From an optimization exercise on the open Yosys and OpenROAD flow, aimed at small area, a short achievable clock period and few clock cycles; shortcuts taken in it are not production practice. The RTL was checked by simulation tests, not by an equivalence proof against the original design. The clock port is modelled as an ideal driver, which makes a skipped or thinned clock tree look cheaper than it is; a real chip needs a root buffer or a tree. Power figures rest on the tool's default switching activity, not on a simulated workload.

==> inputs of exp/quartz <==
==> flow/design.v <==
module frame_ctrl (
    input  wire       clk,
    input  wire       rst,         
    input  wire       rx_valid,
    input  wire [7:0] rx_data,
    output wire       rx_ready,
    output reg        ev_valid,
    output reg  [2:0] ev_kind,
    output reg  [7:0] ev_a,
    output reg  [7:0] ev_b,
    output reg  [1:0] mode,
    output reg        collect,
    output reg        edge_ie,
    output reg  [2:0] alarm
);
    localparam [2:0] EV_CMD    = 3'd1,
                     EV_NOCHAR = 3'd2,
                     EV_TH     = 3'd3,
                     EV_F      = 3'd4,
                     EV_DIAG   = 3'd5,
                     EV_DROP   = 3'd6;
    localparam [1:0] M_IDLE = 2'd0,
                     M_TH   = 2'd1,
                     M_F    = 2'd2;
    localparam [2:0] G_START = 3'd0,    
                     G_NUM1  = 3'd1,    
                     G_SPACE = 3'd2,    
                     G_NUM2  = 3'd3,    
                     G_ERR   = 3'd4;    
    localparam [7:0] SUM_INIT = 8'h53;
    assign rx_ready = 1'b1;
    reg       bv;
    reg [7:0] b;
    always @(posedge clk) begin
        bv <= rx_valid && !rst;
        b  <= rx_data;
    end
    reg [4:0] len;             
    reg       cmdp;            
    reg [9:1] mk;              
    reg       found;           
    reg [1:0] dst;             
    reg [7:0] sum;             
    reg       sc4;             
    reg [2:0] gst;             
    reg       snap;            
    reg [7:0] acc;             
    wire [3:0] d      = b[3:0];
    wire is_term = (b == 8'h0D) || (b == 8'h0A);
    wire is_dig  = (b[7:4] == 4'h3) && (d <= 4'd9);
    wire is_sp   = (b == 8'h20);
    wire is_C    = (b == 8'h43);
    wire is_H    = (b == 8'h48);
    wire is_E    = (b == 8'h45);
    wire is_K    = (b == 8'h4B);
    wire is_S    = (b == 8'h53);
    wire is_U    = (b == 8'h55);
    wire is_M    = (b == 8'h4D);
    wire is_D    = (b == 8'h44);
    wire is_col  = (b == 8'h3A);
    wire first  = ~|len;
    wire len_lt4 = ~|len[4:2];
    wire len_4   = (len == 5'd4);
    wire len_max = (len == 5'd23);
    wire fend    = is_term || len_max;        
    wire       acc_ovf = (acc > 8'd25) || (acc == 8'd25 && d > 4'd5);
    wire [7:0] acc_dec = acc_ovf ? 8'd255
                       : {acc[4:0], 3'd0} + {2'd0, acc[4:0], 1'b0} + {4'd0, d};
    wire       acc_eq  = (acc == sum);
    wire [7:0] sb = found ? 8'd0 : b;
    wire [8:0] sc;
    wire [7:0] sum_add;
    assign sc[0] = 1'b0;
    assign sc[4] = sc4;
    genvar gi;
    generate for (gi = 0; gi < 8; gi = gi + 1) begin : g_sum
        assign sum_add[gi] = sum[gi] ^ sb[gi] ^ sc[gi];
        if (gi != 3)
            assign sc[gi+1] = (sum[gi] & sb[gi]) | (sum[gi] & sc[gi]) | (sb[gi] & sc[gi]);
    end endgenerate
    wire sc4_n = (sum[3] & sb[3]) | (sum[3] & sc[3]) | (sb[3] & sc[3]);
    localparam [1:0] D_NONE = 2'd0,    
                     D_RUN  = 2'd1,    
                     D_OK   = 2'd2,    
                     D_BAD  = 2'd3;    
    reg [1:0] dst_n;
    always @(*) begin
        case (dst)
        D_NONE: dst_n = is_dig ? D_RUN : D_BAD;
        D_RUN:  dst_n = is_dig ? (acc_ovf ? D_BAD : D_RUN) : (acc_eq ? D_OK : D_BAD);
        default: dst_n = dst;
        endcase
    end
    reg cmd_hit;
    always @(*) begin
        case (len[1:0])
        2'd0: cmd_hit = is_C;
        2'd1: cmd_hit = is_M;
        2'd2: cmd_hit = is_D;
        default: cmd_hit = is_col;
        endcase
    end
    function accept;
        input [2:0] g;
        input [1:0] m;
        begin
            accept = (m == M_TH && g == G_NUM2) || (m == M_F && g == G_NUM1);
        end
    endfunction
    wire is_cmd = cmdp && !len_lt4;
    wire has_ch = is_cmd && !len_4;
    wire ck_ok  = (dst == D_OK) || (dst == D_RUN && acc_eq);
    wire pl_ok  = found ? (ck_ok && snap) : accept(gst, mode);
    reg [2:0] kind;
    always @(*) begin
        if (is_cmd)
            kind = has_ch ? EV_CMD : EV_NOCHAR;
        else if (found && !ck_ok)
            kind = EV_DIAG;
        else if (pl_ok)
            kind = (mode == M_TH) ? EV_TH : EV_F;
        else
            kind = EV_DROP;
    end
    reg [1:0] mode_n;
    reg       collect_n;
    reg [2:0] alarm_n;
    always @(*) begin
        mode_n    = mode;
        collect_n = collect;
        alarm_n   = alarm;
        if (bv && is_term && has_ch) begin
            case (ev_a)
            8'h53: collect_n  = 1'b1;    
            8'h45: collect_n  = 1'b0;    
            8'h41: mode_n     = M_TH;    
            8'h42: mode_n     = M_F;     
            8'h31: alarm_n[0] = 1'b1;    
            8'h32: alarm_n[1] = 1'b1;
            8'h33: alarm_n[2] = 1'b1;
            8'h34: alarm_n[0] = 1'b0;    
            8'h35: alarm_n[1] = 1'b0;
            8'h36: alarm_n[2] = 1'b0;
            default: ;
            endcase
        end
    end
    reg rst_q;
    always @(posedge clk)
        rst_q <= rst;
    always @(posedge clk) begin
        if (rst) begin
            ev_valid <= 1'b0;
            mode     <= M_IDLE;
            collect  <= 1'b0;
            edge_ie  <= 1'b0;
            alarm    <= 3'd0;
        end else begin
            ev_valid <= bv && is_term && !first;
            mode     <= mode_n;
            collect  <= collect_n;
            edge_ie  <= collect_n && (mode_n == M_F);
            alarm    <= alarm_n;
        end
    end
    always @(posedge clk) begin
        if (rst_q || (bv && fend)) begin
            len <= 5'd0;
            mk  <= 9'd0;
            found <= 1'b0;
            sum <= SUM_INIT;
            sc4 <= 1'b0;
            gst <= G_START;
        end else if (bv) begin
            len <= len + 5'd1;
            if (!found) begin
                mk <= {mk[8] & is_M, mk[7] & is_U, mk[6] & is_S, mk[5] & is_K,
                       mk[4] & is_C, mk[3] & is_E, mk[2] & is_H, mk[1] & is_C, is_sp};
                found <= mk[9] & is_col;
                dst   <= D_NONE;
            end else
                dst <= dst_n;
            sum <= sum_add;
            sc4 <= sc4_n;
            case (gst)
            G_START: gst <= is_dig ? G_NUM1 : G_ERR;
            G_NUM1:  if (!is_dig) gst <= is_sp ? G_SPACE : G_ERR;
            G_SPACE: if (is_dig) gst <= G_NUM2;
                     else if (!is_sp) gst <= G_ERR;
            G_NUM2:  if (!is_dig) gst <= G_ERR;
            default: gst <= G_ERR;
            endcase
        end
    end
    wire byte_in = bv && !is_term && !len_max;      
    wire ev_end  = bv && is_term && !first;         
    wire pl_acc  = !is_cmd && !found && pl_ok;      
    wire a_b     = byte_in && len_4 && cmdp;
    wire a_acc   = (byte_in && gst == G_NUM1 && is_sp) ||
                   (ev_end && pl_acc && mode == M_F);
    wire a_keep  = ev_end ? (has_ch || (!is_cmd && pl_ok && (found || mode == M_TH)))
                          : !(a_b || a_acc);
    wire b_acc   = (byte_in && gst == G_NUM2 && !is_dig) ||
                   (ev_end && pl_acc && mode == M_TH);
    wire b_keep  = ev_end ? (!is_cmd && found && pl_ok && mode == M_TH)
                          : !b_acc;
    always @(posedge clk) begin
        ev_kind <= kind;
        ev_a    <= ({8{a_b}} & b) | ({8{a_acc}} & acc) | ({8{a_keep}} & ev_a);
        ev_b    <= ({8{b_acc}} & acc) | ({8{b_keep}} & ev_b);
    end
    always @(posedge clk) begin
        if (byte_in) begin
            if (len_lt4)
                cmdp <= (first || cmdp) && cmd_hit;
            if (!found && is_sp)
                snap <= accept(gst, mode);
            if (is_dig) begin
                if (gst == G_START || gst == G_SPACE || (found && dst == D_NONE))
                    acc <= {4'd0, d};
                else if (gst == G_NUM1 || gst == G_NUM2 || (found && dst == D_RUN))
                    acc <= acc_dec;
            end
        end
    end
endmodule
==> flow/flow/run.sh <==
#!/bin/bash
# Layout with the standard flow (standard.sh, all steps), changed in how
# the layout is made only:
#  * the ports get buf_2 buffers (BUFFER_PORTS_ARGS),
#  * repair_timing aims at a shorter period than the clock's (the setup
#    slack margin), so the layout is sized for speed,
#  * after CTS, flow/clktree.tcl replaces the clock tree by one level of
#    four clkbuf_16, each driving a quarter of the registers.
# The full output of the flow goes to standard.log in this folder.
set -euo pipefail
export BUFFER_PORTS_ARGS="-buffer_cell sky130_fd_sc_hd__buf_2"
export SETUP_SLACK_MARGIN=7.0
export CLKTREE_GROUPS=4
export POST_CTS_TCL="$PWD/flow/clktree.tcl"
bash standard.sh > standard.log 2>&1
==> flow/flow/clktree.tcl <==
set ngroups 4
if {[info exists ::env(CLKTREE_GROUPS)]} { set ngroups $::env(CLKTREE_GROUPS) }
set block [ord::get_db_block]
set sinks {}
set cts_insts {}
foreach inst [$block getInsts] {
  set name [$inst getName]
  if {[string match "clkbuf_*" $name] || [string match "clkload*" $name]} {
    lappend cts_insts $inst
    continue
  }
  foreach it [$inst getITerms] {
    set net [$it getNet]
    if {$net ne "NULL" && [$it isInputSignal] && [$net getSigType] eq "CLOCK"} {
      set bb [[$it getInst] getBBox]
      lappend sinks [list $it [expr {([$bb xMin] + [$bb xMax]) / 2}] [expr {([$bb yMin] + [$bb yMax]) / 2}]]
    }
  }
}
set old_nets {}
foreach inst $cts_insts {
  foreach it [$inst getITerms] {
    set net [$it getNet]
    if {$net ne "NULL" && [$net getName] ne "clk"} { lappend old_nets $net }
  }
  odb::dbInst_destroy $inst
}
foreach s $sinks { [lindex $s 0] disconnect }
foreach net [lsort -unique $old_nets] {
  if {[llength [$net getITerms]] == 0} { odb::dbNet_destroy $net }
}

# split into groups: by x into halves, then (for 4) each half by y
proc split2 {lst key} {
  set s [lsort -integer -index $key $lst]
  set h [expr {[llength $s] / 2}]
  return [list [lrange $s 0 [expr {$h - 1}]] [lrange $s $h end]]
}
if {$ngroups == 1} {
  set groups [list $sinks]
} elseif {$ngroups == 2} {
  set groups [split2 $sinks 1]
} else {
  set groups {}
  foreach half [split2 $sinks 1] { foreach q [split2 $half 2] { lappend groups $q } }
}

set clknet [$block findNet clk]
set master [[ord::get_db] findMaster sky130_fd_sc_hd__clkbuf_16]
set i 0
foreach g $groups {
  set buf [odb::dbInst_create $block $master clkbuf_root_$i]
  set net [odb::dbNet_create $block clknet_root_$i]
  $net setSigType CLOCK
  [$buf findITerm A] connect $clknet
  [$buf findITerm X] connect $net
  set xs 0; set ys 0
  foreach s $g {
    [lindex $s 0] connect $net
    set xs [expr {$xs + [lindex $s 1]}]
    set ys [expr {$ys + [lindex $s 2]}]
  }
  set n [llength $g]
  $buf setLocation [expr {$xs / $n}] [expr {$ys / $n}]
  $buf setPlacementStatus PLACED
  puts "clktree: clkbuf_root_$i drives $n clock pins"
  incr i
}
puts "clktree: removed [llength $cts_insts] CTS cells"
detailed_placement
estimate_parasitics -placement
report_clock_skew
==> flow/standard.sh <==
#!/bin/bash
# synth_recipe.tcl (not shown) runs the flow's synth.tcl, then flattens the netlist and writes it again
# the make line also repeats each setting of config.mk as NAME=value (left out here)
make -C /OpenROAD-flow-scripts/flow DESIGN_CONFIG=/design/flow/config.mk WORK_HOME=/design/flow/orfs CLKGATE_MAP_FILE= SYNTH_SCRIPT=/design/flow/synth_recipe.tcl "${@:-finish}"
==> flow/config.mk <==
export PLATFORM = sky130hd
export DESIGN_NAME = frame_ctrl
export DESIGN_NICKNAME = frame_ctrl
export VERILOG_FILES = /design/flow/design.v
export SDC_FILE = /design/flow/constraint.sdc
export NUM_CORES = 4
export LEC_CHECK = 0
export CAP_MARGIN = 20
export CORE_MARGIN = 2
export CORE_UTILIZATION = 30
export PLACE_DENSITY = 0.5
export SLEW_MARGIN = 20
==> flow/constraint.sdc <==
create_clock -name core_clock -period 10.0 [get_ports {clk}]
set_input_delay 2.0000 -clock core_clock [delete_from_list [all_inputs] [get_ports {clk}]]
set_output_delay 2.0000 -clock core_clock [all_outputs]
set_load 0.01 [all_outputs]
==> exp/cedar: changes against exp/quartz <==
--- a/flow/design.v
+++ b/flow/design.v
@@ -45,6 +45,7 @@
     reg [2:0] gst;             
     reg       snap;            
     reg [7:0] acc;             
+    reg       m_th, m_f;       
     wire [3:0] d      = b[3:0];
     wire is_term = (b == 8'h0D) || (b == 8'h0A);
     wire is_dig  = (b[7:4] == 4'h3) && (d <= 4'd9);
@@ -104,13 +105,13 @@
         input [2:0] g;
         input [1:0] m;
         begin
-            accept = (m == M_TH && g == G_NUM2) || (m == M_F && g == G_NUM1);
+            accept = (m[0] && g == G_NUM2) || (m[1] && g == G_NUM1);
         end
     endfunction
     wire is_cmd = cmdp && !len_lt4;
     wire has_ch = is_cmd && !len_4;
     wire ck_ok  = (dst == D_OK) || (dst == D_RUN && acc_eq);
-    wire pl_ok  = found ? (ck_ok && snap) : accept(gst, mode);
+    wire pl_ok  = found ? (ck_ok && snap) : accept(gst, {m_f, m_th});
     reg [2:0] kind;
     always @(*) begin
         if (is_cmd)
@@ -118,7 +119,7 @@
         else if (found && !ck_ok)
             kind = EV_DIAG;
         else if (pl_ok)
-            kind = (mode == M_TH) ? EV_TH : EV_F;
+            kind = m_th ? EV_TH : EV_F;
         else
             kind = EV_DROP;
     end
@@ -126,7 +127,7 @@
     reg       collect_n;
     reg [2:0] alarm_n;
     always @(*) begin
-        mode_n    = mode;
+        mode_n    = {m_f, m_th};
         collect_n = collect;
         alarm_n   = alarm;
         if (bv && is_term && has_ch) begin
@@ -155,15 +156,23 @@
             collect  <= 1'b0;
             edge_ie  <= 1'b0;
             alarm    <= 3'd0;
+            m_th     <= 1'b0;
+            m_f      <= 1'b0;
         end else begin
             ev_valid <= bv && is_term && !first;
             mode     <= mode_n;
             collect  <= collect_n;
             edge_ie  <= collect_n && (mode_n == M_F);
             alarm    <= alarm_n;
-        end
-    end
-    always @(posedge clk) begin
+            m_th     <= (mode_n == M_TH);
+            m_f      <= (mode_n == M_F);
+        end
+    end
+    always @(posedge clk) begin
+        if (rst_q || (bv && (fend || !is_dig)))
+            acc <= 8'd0;
+        else if (bv)
+            acc <= acc_dec;
         if (rst_q || (bv && fend)) begin
             len <= 5'd0;
             mk  <= 9'd0;
@@ -197,12 +206,12 @@
     wire pl_acc  = !is_cmd && !found && pl_ok;      
     wire a_b     = byte_in && len_4 && cmdp;
     wire a_acc   = (byte_in && gst == G_NUM1 && is_sp) ||
-                   (ev_end && pl_acc && mode == M_F);
-    wire a_keep  = ev_end ? (has_ch || (!is_cmd && pl_ok && (found || mode == M_TH)))
+                   (ev_end && pl_acc && m_f);
+    wire a_keep  = ev_end ? (has_ch || (!is_cmd && pl_ok && (found || m_th)))
                           : !(a_b || a_acc);
     wire b_acc   = (byte_in && gst == G_NUM2 && !is_dig) ||
-                   (ev_end && pl_acc && mode == M_TH);
-    wire b_keep  = ev_end ? (!is_cmd && found && pl_ok && mode == M_TH)
+                   (ev_end && pl_acc && m_th);
+    wire b_keep  = ev_end ? (!is_cmd && found && pl_ok && m_th)
                           : !b_acc;
     always @(posedge clk) begin
         ev_kind <= kind;
@@ -214,13 +223,7 @@
             if (len_lt4)
                 cmdp <= (first || cmdp) && cmd_hit;
             if (!found && is_sp)
-                snap <= accept(gst, mode);
-            if (is_dig) begin
-                if (gst == G_START || gst == G_SPACE || (found && dst == D_NONE))
-                    acc <= {4'd0, d};
-                else if (gst == G_NUM1 || gst == G_NUM2 || (found && dst == D_RUN))
-                    acc <= acc_dec;
-            end
+                snap <= accept(gst, {m_f, m_th});
         end
     end
 endmodule
--- a/flow/flow/run.sh
+++ b/flow/flow/run.sh
@@ -9,7 +9,7 @@
 # The full output of the flow goes to standard.log in this folder.
 set -euo pipefail
 export BUFFER_PORTS_ARGS="-buffer_cell sky130_fd_sc_hd__buf_2"
-export SETUP_SLACK_MARGIN=7.0
+export SETUP_SLACK_MARGIN=7.2
 export CLKTREE_GROUPS=4
 export POST_CTS_TCL="$PWD/flow/clktree.tcl"
 bash standard.sh > standard.log 2>&1
==> comparison table <==
	exp/quartz	exp/cedar
Outcome	finished clean	finished clean
Share of the synthesized area in the top cell type	31.6%	38.7%
Clock distribution power	0.153 mW	0.154 mW
Number of instances in the synthesized netlist	421	410
Average cell area after synthesis	9.63 µm²	9.34 µm²
Share of final-layout standard cells stronger than drive strength 1	15.1%	19.3%
Power density cells	129 nW/µm²	122 nW/µm²
Simple-gate area share of the yosys netlist	19.9%	21.9%
Final critical path time including I/O delays and setup	2740 ps	2630 ps
Wire length reported by the detailed router	9880 µm	9550 µm
Xor/xnor cell area share of the yosys netlist	4.11%	4.34%
Origin of the worst min-delay path	mk[3]	mk[6]
Tcrit/Tclk final	27.4%	26.3%
Testbench counts of exp/quartz, summed over its fixed seeds: cycles 31,996.
Testbench counts of exp/cedar, summed over its fixed seeds: cycles 31,996.
No run of this note takes its clock network from TritonCTS; it comes from the design's own scripts or RTL.

## static timing again, ports no longer ideal
The flow's constraints put no driver on any port. The routed layouts listed below were extracted and timed again, unchanged, in two steps. Step 1 (the two cells are an assumption about what drives the block):
set clk [get_ports {clk}]
set_driving_cell -lib_cell sky130_fd_sc_hd__clkbuf_16 $clk
set_driving_cell -lib_cell sky130_fd_sc_hd__buf_2 [delete_from_list [all_inputs] $clk]
Step 2 times the ports against the registers' clock, not the clock port: input delays grow and output delays shrink by t, the midpoint of the rising clock arrivals with the driver on. Slacks: ideal ports / drivers / drivers and shift; pairs: ideal ports / drivers.
run	t, ns	setup slack, ns	slew at the worst register clock pin (ns)
exp/quartz	0.227	7.258 / 7.176 / 7.296	0.08 / 0.08
exp/cedar	0.229	7.374 / 7.292 / 7.388	0.09 / 0.09
After both steps setup and hold are still met in every run listed.
